Source: an optimization exercise on an open RTL-to-GDS flow (aim: a short achievable clock period and few clock cycles). Production flows keep margins and buffers that such runs may drop.
No run shown here included a check of the RTL's function; only the layout flow was run.
Power figures rest on the tool's default switching activity, not on a simulated workload.

[run.sh]
#!/bin/bash
# synth_recipe.tcl (not shown) runs the flow's synth.tcl, then flattens the netlist and writes it again
# the make line also repeats each setting of config.mk as NAME=value (left out here)
make -C /OpenROAD-flow-scripts/flow DESIGN_CONFIG=/design/flow/config.mk WORK_HOME=/design/flow/orfs CLKGATE_MAP_FILE= SYNTH_SCRIPT=/design/flow/synth_recipe.tcl finish
[design.v]
module minicomp_core (
    input  wire       clk,
    input  wire       rst,           
    output wire [7:0] mem_addr,
    input  wire [7:0] mem_rdata,
    output wire       mem_we,
    output wire [7:0] mem_wdata,
    output wire [7:0] io_port,       
    output wire       io_rd,         
    input  wire [7:0] io_rdata,
    input  wire       io_present,    
    output wire       io_wr,         
    output wire [7:0] io_wdata
);
    reg [7:0] x0, x1, x2, x3;
    reg [7:0] addr_q, s1, s2, ir, ipc, nb, ioaddr, wdata_q;
    reg       m_fetch, m_normal, m_memop, m_jimm;
    reg       we_q, rd_q, wr_q;
    reg [3:0] sb;                    
    reg [7:0] xa, xb;                
    reg e_add, e_shl, e_shr, e_not, e_and, e_or, e_xor, e_alu, e_aluw;
    reg e_clf, e_data, e_ind, e_ina, e_outa, e_jmp, e_jmpr, e_jxxx, e_mem, e_st, e_outd;
    reg mo_ld, mo_st;                
    reg       cy, f_al, f_eq, zen;
    reg [7:0] fres;
    wire [7:0] b = mem_rdata;
    wire [7:0] g0 = xa & xb;
    wire [7:0] t0 = xa | xb;
    reg  [8:0] gg, pp;
    reg  [8:0] gn, pn;
    integer k, d;
    always @(*) begin
        gg = {g0, cy};
        pp = {t0, 1'b0};
        for (d = 1; d < 9; d = d * 2) begin
            gn = gg;
            pn = pp;
            for (k = d; k < 9; k = k + 1) begin
                gn[k] = gg[k] | (pp[k] & gg[k - d]);
                pn[k] = pp[k] & pp[k - d];
            end
            gg = gn;
            pp = pn;
        end
    end
    wire [7:0] sum  = (xa ^ gg[7:0]) ^ xb;
    wire       sum8 = gg[8];
    wire [7:0] hg = xa & ~xb;
    wire [7:0] ht = xa | ~xb;
    reg  [7:0] cg, cp, cgn, cpn;
    always @(*) begin
        cg = hg;
        cp = ht;
        for (d = 1; d < 8; d = d * 2) begin
            cgn = cg;
            cpn = cp;
            for (k = d; k < 8; k = k + 1) begin
                cgn[k] = cg[k] | (cp[k] & cg[k - d]);
                cpn[k] = cp[k] & cp[k - d];
            end
            cg = cgn;
            cp = cpn;
        end
    end
    wire a_gt_b = cg[7];
    wire a_eq_b = &(ht & (~xa | xb));
    wire [7:0] c = ({8{e_add}} & sum)
                 | ({8{e_shl}} & {xa[6:0], cy})
                 | ({8{e_shr}} & {cy, xa[7:1]})
                 | ({8{e_not}} & ~xa)
                 | ({8{e_and}} & g0)
                 | ({8{e_or}}  & (xa | xb))
                 | ({8{e_xor}} & xa & ~xb) | ({8{e_xor}} & ~xa & xb);
    wire cout = (e_add & sum8) | (e_shl & xa[7]) | (e_shr & xa[0]);
    wire f_z   = zen & (fres == 8'd0);
    wire taken = |(ir[3:0] & {cy, f_al, f_eq, f_z});
    wire b_j  = b[7:4] == 4'd5;
    wire nb_j = nb[7:4] == 4'd5;
    wire e_seq  = e_alu | e_clf | e_ind | e_ina | e_outa;
    wire n_seq  = m_normal & (e_seq | (e_jxxx & ~taken));
    wire st_hit = mo_st & (addr_q == ipc);
    wire [7:0] s2p1 = s2 + 8'd1;
    wire [7:0] s2p2 = s2 + 8'd2;
    wire [7:0] i1 = ipc + 8'd1;
    wire [7:0] i2 = ipc + 8'd2;
    wire [7:0] i3 = ipc + 8'd3;
    wire [7:0] i4 = ipc + 8'd4;
    wire [7:0] bp1 = b + 8'd1;
    wire [7:0] bp2 = b + 8'd2;
    wire [7:0] xbp1 = xb + 8'd1;
    wire [7:0] xbp2 = xb + 8'd2;
    wire sel_seq = m_fetch | n_seq;
    reg  [7:0] ao, s1o, s2o;        
    always @(*) begin
        ao = ipc; s1o = i1; s2o = i2;                    
        if (m_normal & e_mem) begin
            ao = xa;
        end else if (m_normal & e_data) begin
            ao = s1; s1o = s2; s2o = s2p1;
        end else if ((m_normal & e_jmp) | m_jimm) begin
            ao = b; s1o = bp1; s2o = bp2;
        end else if (m_normal & e_jmpr) begin
            ao = xb; s1o = xbp1; s2o = xbp2;
        end else if (m_memop & ~st_hit) begin
            ao  = nb_j ? i2 : i1;
            s1o = nb_j ? i3 : i2;
            s2o = nb_j ? i4 : i3;
        end
    end
    wire [7:0] addr_n = sel_seq ? (b_j ? s2 : s1) : ao;
    wire [7:0] s1_n   = sel_seq ? (b_j ? s2p1 : s2) : s1o;
    wire [7:0] s2_n   = sel_seq ? (b_j ? s2p2 : s2p1) : s2o;
    wire       load_b  = m_fetch | n_seq;
    wire       load_nb = m_memop & ~st_hit;
    wire       load    = load_b | load_nb;
    wire [7:0] ir_nx   = m_memop ? nb : b;
    wire       w_oth = e_data | e_ina | e_ind | mo_ld;
    wire [7:0] od    = e_ind ? (io_present ? io_rdata : xb) : e_ina ? ioaddr : b;
    wire [7:0] xd    = e_aluw ? c : od;
    wire [3:0] xw    = sb & {4{e_aluw | w_oth}};
    wire [3:0] na = 4'b0001 << ir_nx[3:2];
    wire [3:0] nbs = 4'b0001 << ir_nx[1:0];
    wire [7:0] xsa = ({8{na[0]}} & x0) | ({8{na[1]}} & x1) | ({8{na[2]}} & x2) | ({8{na[3]}} & x3);
    wire [7:0] xsb = ({8{nbs[0]}} & x0) | ({8{nbs[1]}} & x1) | ({8{nbs[2]}} & x2) | ({8{nbs[3]}} & x3);
    wire       fwa = |(xw & na);
    wire       fwb = |(xw & nbs);
    always @(posedge clk) begin
        if (rst) begin
            x0 <= 8'd0; x1 <= 8'd0; x2 <= 8'd0; x3 <= 8'd0;
            addr_q <= 8'd0;
            s1 <= 8'd1;
            s2 <= 8'd2;
            ioaddr <= 8'd0;
            m_fetch <= 1'b1; m_normal <= 1'b0; m_memop <= 1'b0; m_jimm <= 1'b0;
            we_q <= 1'b0; rd_q <= 1'b0; wr_q <= 1'b0;
            e_add <= 1'b0; e_shl <= 1'b0; e_shr <= 1'b0; e_not <= 1'b0; e_and <= 1'b0;
            e_or <= 1'b0; e_xor <= 1'b0; e_alu <= 1'b0; e_aluw <= 1'b0;
            e_clf <= 1'b0; e_data <= 1'b0; e_ind <= 1'b0; e_ina <= 1'b0; e_outa <= 1'b0;
            e_jmp <= 1'b0; e_jmpr <= 1'b0; e_jxxx <= 1'b0; e_mem <= 1'b0; e_st <= 1'b0;
            e_outd <= 1'b0;
            mo_ld <= 1'b0; mo_st <= 1'b0;
            cy <= 1'b0; f_al <= 1'b0; f_eq <= 1'b0; zen <= 1'b0;
        end else begin
            if (xw[0]) x0 <= xd;
            if (xw[1]) x1 <= xd;
            if (xw[2]) x2 <= xd;
            if (xw[3]) x3 <= xd;
            if (e_alu) begin
                cy <= cout; f_al <= a_gt_b; f_eq <= a_eq_b; zen <= e_aluw;
            end
            if (e_clf) begin
                cy <= 1'b0; f_al <= 1'b0; f_eq <= 1'b0; zen <= 1'b0;
            end
            if (e_outa) ioaddr <= xb;
            e_alu  <= load & ir_nx[7];
            e_aluw <= load & ir_nx[7] & (ir_nx[6:4] != 3'd7);
            e_add  <= load & (ir_nx[7:4] == 4'd8);
            e_shl  <= load & (ir_nx[7:4] == 4'd9);
            e_shr  <= load & (ir_nx[7:4] == 4'd10);
            e_not  <= load & (ir_nx[7:4] == 4'd11);
            e_and  <= load & (ir_nx[7:4] == 4'd12);
            e_or   <= load & (ir_nx[7:4] == 4'd13);
            e_xor  <= load & (ir_nx[7:4] == 4'd14);
            e_mem  <= load & ((ir_nx[7:5] == 3'd0) | (ir_nx[7:2] == 6'b011110));
            e_st   <= load & (ir_nx[7:4] == 4'd1);
            e_outd <= load & (ir_nx[7:2] == 6'b011110);
            e_data <= load & (ir_nx[7:4] == 4'd2);
            e_jmpr <= load & (ir_nx[7:4] == 4'd3);
            e_jmp  <= load & (ir_nx[7:4] == 4'd4);
            e_jxxx <= load & (ir_nx[7:4] == 4'd5);
            e_clf  <= load & (ir_nx[7:4] == 4'd6);
            e_ind  <= load & (ir_nx[7:2] == 6'b011100);
            e_ina  <= load & (ir_nx[7:2] == 6'b011101);
            e_outa <= load & (ir_nx[7:2] == 6'b011111);
            rd_q   <= load & (ir_nx[7:2] == 6'b011100);
            we_q <= 1'b0;
            wr_q <= 1'b0;
            m_fetch  <= 1'b0;
            m_normal <= load;
            m_memop  <= 1'b0;
            m_jimm   <= 1'b0;
            addr_q <= addr_n;
            s1 <= s1_n;
            s2 <= s2_n;
            if (m_normal) begin
                if (n_seq) begin
                end else if (e_mem) begin
                    we_q <= e_st;
                    wr_q <= e_outd;
                    mo_ld <= ~e_st & ~e_outd;
                    mo_st <= e_st;
                    m_memop <= 1'b1;
                end else if (e_jxxx) begin           
                    m_jimm <= 1'b1;
                end else if (e_data) begin
                    m_fetch <= 1'b1;
                end else if (e_jmp) begin
                    m_fetch <= 1'b1;
                end else begin                       
                    m_fetch <= 1'b1;
                end
            end
            if (m_memop) begin
                mo_ld <= 1'b0;
                mo_st <= 1'b0;
                if (st_hit) m_fetch <= 1'b1;         
            end
            if (m_jimm) m_fetch <= 1'b1;
        end
    end
    always @(posedge clk) begin
        if (e_alu) fres <= c;
        if (load) begin
            ir <= ir_nx;
            sb <= nbs;
        end
        xa <= fwa ? xd : xsa;
        xb <= fwb ? xd : xsb;
        if (load_b) ipc <= s1;
        else if (load_nb) ipc <= i1;
        if (e_mem) begin
            nb <= b;
            wdata_q <= xb;
        end
    end
    assign mem_addr  = addr_q;
    assign mem_we    = we_q;
    assign mem_wdata = wdata_q;
    assign io_port   = ioaddr;
    assign io_rd     = rd_q;
    assign io_wr     = wr_q;
    assign io_wdata  = wdata_q;
endmodule
[config.mk]
export PLATFORM = sky130hd
export DESIGN_NAME = minicomp_core
export DESIGN_NICKNAME = minicomp_core
export VERILOG_FILES = /design/flow/design.v
export SDC_FILE = /design/flow/constraint.sdc
export NUM_CORES = 4
export LEC_CHECK = 0
export ABC_CLOCK_PERIOD_IN_PS = 1000
export CAP_MARGIN = 20
export CORE_MARGIN = 2
export CORE_UTILIZATION = 40
export PLACE_DENSITY = 0.6
export SETUP_SLACK_MARGIN = 3.5
export SLEW_MARGIN = 20
[constraint.sdc]
create_clock -name core_clock -period 5.0 [get_ports {clk}]
set_input_delay 1.0000 -clock core_clock [delete_from_list [all_inputs] [get_ports {clk}]]
set_output_delay 1.0000 -clock core_clock [all_outputs]
set_load 0.01 [all_outputs]
==> notes.md, run 1 <==
- I/O pins: 54
- VDD IR max: 0.2351 mV
- Chip height: 162.4 um
- 1st-iter DRT viols: ~1500
- Hold Fails Final Rpt: 0
- DRT Pass-1 Iters: 9
- Setup Viol. Count Final: 0
- Area of the multi-input gates: 7707 um2
- Mean Syn Cell Area: just over 8 um2
- Startpoint Class: flip-flop
- Worst min path class: flip-flop to flip-flop
- Crit-path max FO: 4
- CP most frequent cell: a31oi_4
- Share of cells above drive strength 1: 43.89%
- Total negative setup slack: 0 ns
- Register area share after synthesis: 34.31%
- FP Rows: 57
- Vias per std cell: between 6 and 7
- Root Driver: clkbuf_16
- Dominant cells by area after synthesis: dfxtp_1 22%, edfxtp_1 12%, nand2_1 7.2%
- Post-Syn Nets: 1301
- Vias in the first global route: 10240
- Period utilisation layout: 48.51%
- Wire length per cell: 24.53 um
- Clock tree buffer depth: 2
- Setup WS pre-CTS: approximately 1.5 ns
- Largest delay contributor family on the critical path: compound AO/OA/AOI/OAI gates
- Dpl hpwl: between 20000 and 25000 um
- CTS tree: yes
- Mapped Area: 10030 um2
- DRC errors left: 0
- Clk sinks: 152
- # Max-Cap Violations: 0
- Hold-fix buffers at CTS: 0
- Post-route ant nets: 0
- WP buf/inv: 1
- Area leader, netlist: dfxtp_1
- Post-Synthesis Cells: 1238
- Final Wtd Congestion: roughly 1
- Layout Nets: 1490
- Static leakage: 5.746 nW
- Tot Pwr: between 4 and 5 mW
- First-pass GRT wire length: 62640 um
- Relative slew slack: 37.04%
- Core area: 24460 um2
- Top post-synthesis cells by count: 193 x nand2_1, 112 x dfxtp_1, 110 x nor2_1
- Dominant synthesized flop cell: dfxtp_1
- Placed cell count: 1522
- Die area: 26370 um2
- Initial Util: between 40% and 50%
- Max-slew violation count: 0
- DR vias: 11060
- Worst skew pair latency: 0.44 ns
- CP Capture Type: flip-flop
- Diode count: 0
- Number of I/O port buffers: 53
- Yosys cell types: 76
- Post-route insts no fill: 1764
- Most frequent cell after synthesis: nand2_1
- Yosys reg bits: ~150
- Setup Skew: 0.01833 ns
- Largest net degree at the start of global routing: 42
- Worst Hold Margin: about 0.5 ns
- Critical setup path kind: flip-flop to flip-flop
- Clock-pin slew on the worst setup and hold paths: 0.08 ns
- Worst-Margin Slew: 0.9422 ns
- Number of flops mapped to enable cells by yosys: 40
- Synth top area share: ~22%
- CTS Buf Count: 17
- Critical-path top delay cell: edfxtp_1
- Storage cell area: 3556 um2
- CP cell instances: xnor2_2, and4_4, a31oi_4, buf_6, o211ai_1, a31oi_4, a32oi_2, a311o_1
- H-tree Lvls: 4
- YS warnings: 1
- Gr usage total: 31.44%
- Ys async rst share: 0%
- Cell area power density: 296.0 nW/um2
- Fin crit period: 2.425 ns
- Setup slack after layout: 2.575 ns
- Data required, critical path: about 5.3 ns
- Post-Route WL: 43270 um
- RSZ-0062 raised after global routing: true
- Critical Path AT: roughly 2.8 ns
- Fill count: 1917
- Status: timing/DRC/antenna clean
- Overflow after GRT: 0
- CP max stage delay: around 0.48 ns
- Initial antenna violation count: 0
- Fmax: 412.3 MHz
- Syn-to-layout area delta: 50.66%
- Chip Width: 162.4 um
-- worst paths after layout --
check,from,endpoint,slack (ns),cells past startpoint
setup / recovery,ipc[1]$_DFFE_PP_,s2[1]$_SDFF_PP1_,2.57,8
setup reg to reg,ipc[1]$_DFFE_PP_,s2[1]$_SDFF_PP1_,2.57,8
hold / removal,m_memop$_SDFF_PP0_,mo_st$_SDFFE_PP0P_,0.49,1
hold reg to reg,m_memop$_SDFF_PP0_,mo_st$_SDFFE_PP0P_,0.49,1
-- per-layer routing --
metal  routed length [um]  GRT usage, %  share of wire, %  up-vias
li1                     -             -                 -     4800
met2                18750         46.52                43      773
met5                    0             0                 0        -
met1                17060         42.72                39     5283
met3                 4985         7.741                12      199
met4                 2486         15.69               5.7        0
-- cells in the final DEF (no fill, tap or decap), types with 25 or more instances in the layout --
cell type	n
nand2_1	169
a21oi_1	41
mux2i_1	43
edfxtp_1	40
nor2_1	90
buf_4	122
nand3_1	38
buf_6	79
o21ai_0	34
a211oi_2	35
xor2_1	27
dfxtp_1	70
xnor2_1	42
ha_1	25
-- what timing repair did --
| action | CTS | global route |
|---|---|---|
| pin swaps | 108 | 62 |
| gates resized for setup | 490 | 145 |
| cloned | 18 | 0 |
| buffers inserted | 149 | 43 |
| setup endpoints to repair | 193 | 182 |
-- area by class of cell --
type                       count  area share, %
clock buffer                  19          3.145
clock inverter                13         0.9518
inverter                      43          1.316
multi-input combinational    950          50.98
sequential                   152          23.52
tap                          324          2.681
timing repair buffer         263          17.40
-- cells by family after synthesis --
family                   after synthesis  share of synthesized area (%)
multiplexers                          58                          5.835
XOR/XNOR                              80                          6.983
buffers and inverters                147                          6.421
adder cells (fa/ha/maj)               44                          5.561
AO/OA/AOI/OAI                        301                          20.56
AND/OR/NAND/NOR                      456                          20.32
flip-flops                           152                          34.31
-- per-stage QoR --
step / util (%) / instance area, um2
global placement: 44.84 / 10970
finish: 61.80 / 15120
CTS: 57.95 / 14180
detailed placement: 44.84 / 10970
global route: 61.80 / 15120
floorplan: - / 10850
-- power by group --
part,total (mW),internal [mW],leakage (nW),switching [mW]
logic,1.57,0.715,4.11,0.852
registers,1.54,1.37,1.33,0.171
clock network,1.37,0.730,0.307,0.639
total,4.47,2.81,5.75,1.66
==> inputs of run 2 (changes only) <==
--- a/config.mk
+++ b/config.mk
@@ -11,4 +11,4 @@
 export CORE_UTILIZATION = 40
 export PLACE_DENSITY = 0.6
-export SETUP_SLACK_MARGIN = 3.5
+export SETUP_SLACK_MARGIN = 3.2
 export SLEW_MARGIN = 20
==> run 2 against run 1 <==
  * Still clean
  * Synthesized cell count is the same
  * Register-to-register slack is essentially flat
  * Non-clock buffer count shrank 50
  * Total power shrank 2.1%
  * Die area is the same
  * Via count shrank 4.8%
  * Core utilization shrank 2.3 points
  * Clock power is essentially flat
  * Sequential power is essentially flat
  * Sequential share of layout area grew 0.76 points
  * Critical path depth grew 1
  * Combinational power shrank 5%
  * Critical endpoint is now s2[5]$_SDFF_PP0_
==> notes.md, run 2 <==
- Status: timing/DRC/antenna clean
- Yosys cell types: 76 (unchanged)
- Number of flops mapped to enable cells by yosys: 40 (unchanged)
- Post-route ant nets: 0 (unchanged)
- Tot Pwr: 4.380 mW (-2.1%)
- CP max stage delay: 0.64 ns (+0.16 ns)
- Initial Util: 41.02% (unchanged)
- Die area: 26370 um2 (unchanged)
- Largest net degree at the start of global routing: 33 (-21%)
- Fmax: 413.5 MHz (+0.29%)
- Chip height: 162.4 um (unchanged)
- Diode count: 0 (unchanged)
- Worst min path class: flip-flop to flip-flop
- 1st-iter DRT viols: 1220 (-19%)
- Clock-pin slew on the worst setup and hold paths: 0.08 ns (about the same)
- Setup Viol. Count Final: 0 (unchanged)
- First-pass GRT wire length: 60110 um (-4.0%)
- Final Wtd Congestion: 0.9625 (-3.7%)
- Vias per std cell: 6.159 (-1.7%)
- Initial antenna violation count: 0 (unchanged)
- Commonest non-fill, non-tap cell in the layout: nand2_1
- Post-Syn Nets: 1301 (unchanged)
- Setup WS pre-CTS: 1.479 ns (-0.01034 ns)
- Post-Synthesis Cells: 1238 (unchanged)
- Yosys reg bits: 152 (unchanged)
- Startpoint Class: flip-flop
- Ys async rst share: 0% (unchanged)
- Clk sinks: 152 (unchanged)
- Global route hottest layer: met2
- VDD IR max: 0.1995 mV (-15%)
- Met2 Use GR: 44.80% (-1.7 points)
- DRT Pass-1 Iters: 8 (-1)
- Vias in the first global route: 10000 (-2.3%)
- Dominant cells by area after synthesis: dfxtp_1 22%, edfxtp_1 12%, nand2_1 7.2%
- Cell area power density: 300.8 nW/um2 (+1.6%)
- Layout Nets: 1435 (-3.7%)
- Synth top area share: 22.34% (unchanged)
- Area leader, netlist: dfxtp_1
- Wire length per cell: 23.81 um (-2.9%)
- Period utilisation layout: 48.37% (-0.14 points)
- Crit-path max FO: 4 (unchanged)
- Syn-to-layout area delta: 45.12%
- Setup Skew: 0.01390 ns (-0.004422 ns)
- Register area share after synthesis: 34.31% (unchanged)
- Relative slew slack: 39.73% (+2.7 points)
- Max-slew violation count: 0 (unchanged)
- Fill count: 2004 (+4.5%)
- Dpl hpwl: 24620 um (+0.73%)
- Number of I/O port buffers: 53 (unchanged)
- # Max-Cap Violations: 0 (unchanged)
- Gr usage total: 30.20% (-1.2 points)
- Top post-synthesis cells by count: 193 x nand2_1, 112 x dfxtp_1, 110 x nor2_1
- Worst-Margin Slew: 0.9019 ns (-0.04024 ns)
- CP cell instances: or4bb_4, buf_6, buf_6, a21oi_1, o31a_1, o32ai_2, mux2i_1, nand3_1, a31o_2
- DR vias: 10530 (-4.8%)
- Chip Width: 162.4 um (unchanged)
- Hold Fails Final Rpt: 0 (unchanged)
- Worst skew pair latency: 0.45 ns (about the same)
- Post-Route WL: 40700 um (-6.0%)
- Overflow after GRT: 0 (unchanged)
- I/O pins: 54 (unchanged)
- Setup slack after layout: 2.582 ns (+0.007000 ns)
- CTS Buf Count: 17 (unchanged)
- Dominant synthesized flop cell: dfxtp_1
- Share of cells above drive strength 1: 40.43% (-3.5 points)
- Final core utilization: 59.53% (-2.3 points)
- CP most frequent cell: buf_6
- Mean Syn Cell Area: 8.106 um2 (unchanged)
- Critical-path top delay cell: or4bb_4
- Met1 Resource Use GR: 41.06% (-1.7 points)
- Fin crit period: 2.418 ns (-0.007000 ns)
- RSZ-0062 raised after global routing: true
- DRC errors left: 0 (unchanged)
- Root Driver: clkbuf_16
- Static leakage: 5.476 nW (-4.7%)
- Hold-fix buffers at CTS: 0 (unchanged)
- Core area: 24460 um2 (unchanged)
- H-tree Lvls: 4 (unchanged)
- CP Capture Type: flip-flop
- Critical setup path kind: flip-flop to flip-flop
- Clock tree buffer depth: 2 (unchanged)
- Total negative setup slack: 0 ns (unchanged)
- Mapped Area: 10030 um2 (unchanged)
- GRT met3 Usage: 7.385% (-0.36 points)
- Most frequent cell after synthesis: nand2_1
- Data required, critical path: 5.34 ns (+0.02 ns)
- Critical Path AT: 2.76 ns (about the same)
- YS warnings: 1 (unchanged)
- FP Rows: 57 (unchanged)
- Most frequent cells in the layout: 174 x nand2_1, 91 x nor2_1, 84 x buf_4
- CTS tree: yes
==> run 2: worst paths after layout <==
check                                         from            endpoint  slack (ns)  depth (start not counted)
worst min-delay path            x3[4]$_SDFFE_PP0P_  x3[4]$_SDFFE_PP0P_        0.48                          2
worst max-delay path               nb[5]$_DFFE_PP_    s2[5]$_SDFF_PP0_        2.58                          9
worst min register to register  x3[4]$_SDFFE_PP0P_  x3[4]$_SDFFE_PP0P_        0.48                          2
worst max register to register     nb[5]$_DFFE_PP_    s2[5]$_SDFF_PP0_        2.58                          9
==> run 2: layout make-up <==
type / count / area [um2] / area share (%)
multi-input cells: 945 / 7629 / 52.38
flip-flops and latches: 152 / 3536 / 24.28
repair buffers: 213 / 2192 / 15.05
clock buffers: 17 / 425.4 / 2.921
well taps: 324 / 405.4 / 2.784
clock inverters: 15 / 192.7 / 1.323
inverters: 43 / 182.7 / 1.254
==> run 2: repair_timing <==
item	in CTS	in global routing
resized for setup	498	103
pin swaps	122	82
gates cloned	9	1
setup buffers	124	18
setup endpoints to repair	176	175
==> run 2: metrics by stage <==
stage	cells	hold slack, ns	area [um2]
global placement	1525	0.4672	10920
detailed placement	1525	0.4701	10920
finish	1709	0.4794	14560
CTS	1690	0.4872	13910
global route	1709	0.5240	14560
floorplan	1238	0.4232	10660
==> run 2: critical path: cells and delay by family (launching register included) <==
family          cells  cell delay (ns)
compound gates      4             0.63
flops               1             0.42
buf+inv             2             0.27
mux                 1             0.26
simple gates        2             0.75
==> run 2: logic make-up after synthesis <==
family                   after synthesis  synth area share, %
flip-flops                           152                34.31
multiplexers                          58                5.835
adder cells (fa/ha/maj)               44                5.561
buffers and inverters                147                6.421
AND/OR/NAND/NOR                      456                20.32
XOR/XNOR                              80                6.983
AO/OA/AOI/OAI                        301                20.56
==> run 2: power by group <==
part           total [mW]  leakage, nW  internal [mW]  switching (mW)
sequential           1.53         1.33           1.37           0.163
clock                1.36        0.296          0.684           0.672
combinational        1.49         3.85          0.677           0.817
==> run 2: metal layers <==
metal  share of wire, %  up-vias
met1                 41     5042
met5                  0        -
li1                   -     4689
met3                 11      134
met4                5.0        0
met2                 43      660

==> re-timing with driven ports <==
The results above use ideal ports. As a check the final layouts listed here were re-extracted and re-timed, cells and wires unchanged.
Step 1, drivers: a clkbuf_16 drives clk and a buf_2 each remaining input, both assumed.
Step 2 also shifts input and output timing later by t, the mid clock arrival at the registers, as if the neighbouring blocks saw the same clock.
a / b / c = ideal / step 1 / step 2; a / b = the first two.
| run | shift t [ns] | setup WS [ns] | worst register clock-pin slew, ns | pins driven straight from the clock port |
|---|---|---|---|---|
| run 1 | 0.485 | 2.575 / 2.575 / 2.348 | 0.08 / 0.08 | 1 |
| run 2 | 0.491 | 2.582 / 2.582 / 2.215 | 0.08 / 0.08 | 1 |
After both steps every run listed still meets setup and hold. The setup slack of run 2, which loses most, moves by 0.000 ns with the drivers and by -0.367 ns with both steps.
